This is an optimization exercise on Yosys and OpenROAD, whose aim is small area and a short achievable clock period, not a production implementation. Function was checked by simulation only, so behaviour that the tests miss may differ from the original. Power figures rest on the tool's default switching activity, not on a simulated workload.

AL:
## ess_rx_codec
module ess_rx_codec (
    input  wire        clk,
    input  wire        rst,           
    input  wire        rx_valid,
    input  wire [31:0] rx_word,
    output reg         rx_rsp_valid,
    output reg  [31:0] rx_rsp,
    input  wire        cmd_valid,
    input  wire [31:0] cmd_word,
    output reg         cmd_rsp_valid,
    output wire [31:0] cmd_rsp
);
For scale: ~6500 flip-flops, roughly 130 I/O pins, ~170000 sq um of cells after synthesis.
clock: 10.0 ns
lec_check: 0
cap_margin: 20
core_margin: 2
core_utilization: 52
slew_margin: 20
tns_end_percent: 20
standard.sh (not shown) runs the stock make flow with config.mk's settings and CLKGATE_MAP_FILE= SYNTH_SCRIPT=/design/flow/synth_recipe.tcl, a recipe that flattens the netlist after the stock synthesis.
==> flow/flow/run.sh <==
#!/bin/bash
# Standard ORFS layout, with repair_timing aiming past the clock period's
# slack, buf_6 port buffers, and a CTS without dummy loads, with small sink
# clusters driven by clkbuf_8.
set -euo pipefail
bash standard.sh \
  SETUP_SLACK_MARGIN=6.8 \
  "BUFFER_PORTS_ARGS=-buffer_cell sky130_fd_sc_hd__buf_6" \
  "CTS_ARGS=-sink_clustering_enable -repair_clock_nets -dont_use_dummy_load -sink_clustering_size 16 -sink_clustering_max_diameter 45 -buf_list {sky130_fd_sc_hd__clkbuf_8 sky130_fd_sc_hd__clkbuf_16} -root_buf sky130_fd_sc_hd__clkbuf_16 -sink_clustering_buffer sky130_fd_sc_hd__clkbuf_8" \
  finish > standard_make.log 2>&1
AL was carried through to the last stage, and its layout satisfied the timing, design-rule and antenna checks.
diff inputs: AL => MS
- CORE_UTILIZATION: 52 -> 45
- TNS_END_PERCENT: 20 -> 10
==> flow/flow/run.sh <==
#!/bin/bash
# Standard ORFS layout, with repair_timing aiming past the clock period's
# slack, buf_6 port buffers, and a CTS without dummy loads and with larger
# sink clusters.
set -euo pipefail
bash standard.sh \
  SETUP_SLACK_MARGIN=6.5 \
  "BUFFER_PORTS_ARGS=-buffer_cell sky130_fd_sc_hd__buf_6" \
  "CTS_ARGS=-sink_clustering_enable -repair_clock_nets -dont_use_dummy_load -sink_clustering_size 20 -sink_clustering_max_diameter 60" \
  finish > standard_make.log 2>&1
Results
MS against AL; post-CTS setup-driven buffer insertion count is down by more than half. Against AL, MS comes in 0.98% lower on total non-filler cell area in the finished layout. Between AL and MS, the flow reports clock power increasing by more than 10%. MS | stages: all done | timing, DRC, antenna: all pass. Changes observed in MS relative to AL: post-route worst setup slack decreased 180 ps, chip height has increased, die area picked up an extra 51000 sq um.

---

Another version of the RTL of ess_rx_codec (not shown whole).
Size: ~12000 cells after synthesis, roughly 130 I/O pins, about 0.17 mm^2 of cells after synthesis.
==> flow/design.v (excerpt) <==
module ess_rx_codec (
    input  wire        clk,
    input  wire        rst,           
    input  wire        rx_valid,
    input  wire [31:0] rx_word,
    output reg         rx_rsp_valid,
    output reg  [31:0] rx_rsp,
    input  wire        cmd_valid,
    input  wire [31:0] cmd_word,
    output reg         cmd_rsp_valid,
    output wire [31:0] cmd_rsp
);
    localparam integer P_CAP = 500;
    localparam integer NFR   = 63;       
    localparam integer F_PHY = 504;
    localparam integer NPR   = 64;       
    localparam [7:0] SM  = 8'h24;
    localparam [7:0] EM1 = 8'h40;
    localparam [7:0] EM2 = 8'h23;
    localparam [7:0] AK1 = 8'h2A;
    localparam [7:0] AK2 = 8'h25;
    localparam [3:0] RC_OK        = 4'h0;
    localparam [3:0] RC_FRAME     = 4'h1;
    localparam [3:0] RC_ACK       = 4'h2;
    localparam [3:0] RC_OVERFLOW  = 4'h3;
    localparam [3:0] RC_UNDERFLOW = 4'h4;
    localparam [3:0] RC_RANGE     = 4'h9;
    localparam [3:0] RC_ILLEGAL   = 4'hA;
    localparam [1:0] P_AWAIT_START = 2'd0;
    localparam [1:0] P_COLLECTING  = 2'd1;
    localparam [1:0] P_AWAIT_END1  = 2'd2;
    localparam [1:0] P_AWAIT_END2  = 2'd3;
    localparam [1:0] A_START   = 2'd0;
    localparam [1:0] A_GOT_SM  = 2'd1;
    localparam [1:0] A_GOT_AK1 = 2'd2;
    reg [2:0] c8;             
    wire [1:0] cnt = c8[1:0];
    reg [3:0] coh;            
    reg [31:0] rsp_q;         
    reg [7:0]  rsp_a;         
    reg [7:0]  rsp_b;         
    reg        rsp_ae;        
    reg        rsp_be;
  ...
Settings: LEC_CHECK=0, CAP_MARGIN=20, CORE_MARGIN=2, CORE_UTILIZATION=52, SLEW_MARGIN=20, TNS_END_PERCENT=10; clock period 10.0 ns.
==> flow/flow/run.sh <==
#!/bin/bash
# Standard ORFS layout, with repair_timing aiming past the clock period's
# slack, buf_6 port buffers, and a CTS without dummy loads and with larger
# sink clusters.
set -euo pipefail
bash standard.sh \
  SETUP_SLACK_MARGIN=6.5 \
  "BUFFER_PORTS_ARGS=-buffer_cell sky130_fd_sc_hd__buf_6" \
  "CTS_ARGS=-sink_clustering_enable -repair_clock_nets -dont_use_dummy_load -sink_clustering_size 20 -sink_clustering_max_diameter 60" \
  finish > standard_make.log 2>&1
The first run completed without violations.
Change:
- CORE_UTILIZATION: 52 -> 45
Effect: Register-to-register slack is worse by 0.37 ns. Routed wire length grows slightly. Design area increases slightly. Setup slack degrades by 0.077 ns.
Change:
==> flow/flow/run.sh (replaced) <==
#!/bin/bash
# Standard ORFS layout, with repair_timing aiming past the clock period's
# slack, buf_6 port buffers, and a CTS without dummy loads, with small sink
# clusters driven by clkbuf_8.
set -euo pipefail
bash standard.sh \
  SETUP_SLACK_MARGIN=6.5 \
  "BUFFER_PORTS_ARGS=-buffer_cell sky130_fd_sc_hd__buf_6" \
  "CTS_ARGS=-sink_clustering_enable -repair_clock_nets -dont_use_dummy_load -sink_clustering_size 16 -sink_clustering_max_diameter 45 -buf_list {sky130_fd_sc_hd__clkbuf_8 sky130_fd_sc_hd__clkbuf_16} -root_buf sky130_fd_sc_hd__clkbuf_16 -sink_clustering_buffer sky130_fd_sc_hd__clkbuf_8" \
  finish > standard_make.log 2>&1
- CORE_UTILIZATION: 45 -> 52
After rerunning: The new run produced a clean layout. Area after synthesis does not change. Via count stays flat. Fmax increases slightly. Register-to-register slack is better by 0.27 ns. Synthesized cell count stays the same.

[afterwards: timing with drivers on the ports]
No port has a modelled driver above. Below, the same layouts with a new extraction and two added sets of constraints. Step 1, drivers: a clkbuf_16 drives clk and a buf_2 each remaining input, both assumed. Step 2 moves the port delays by t, midway between the first and last clock arrival at a register: inputs arrive t later, outputs are due t later. That takes back most of the time a late clock gives input paths. a / b / c = ideal / step 1 / step 2; a / b = the first two.
| run | t, ns | slack for setup (ns) | worst setup path at the end | clock arrival spread, ns | worst register clock-pin slew, ns |
|---|---|---|---|---|---|
| AL | 1.069 | 6.218 / 6.118 / 5.101 | input to register | 0.082 / 0.082 | 0.10 / 0.10 |
| MS | 1.043 | 6.041 / 5.889 / 4.846 | input to register | 0.146 / 0.146 | 0.08 / 0.08 |
| the first run of note 2 | 1.035 | 5.977 / 5.877 / 5.002 | input to register | 0.115 / 0.115 | 0.09 / 0.09 |
| the second run of note 2 | 1.012 | 5.900 / 5.862 / 4.850 | input to register | 0.166 / 0.167 | 0.09 / 0.09 |
| the third run of note 2 | 1.077 | 5.961 / 5.860 / 4.903 | input to register | 0.120 / 0.121 | 0.10 / 0.10 |
After both steps setup and hold are still met in every run listed. The setup slack of MS, which loses most, moves by -0.152 ns with the drivers and by -1.195 ns with both steps.
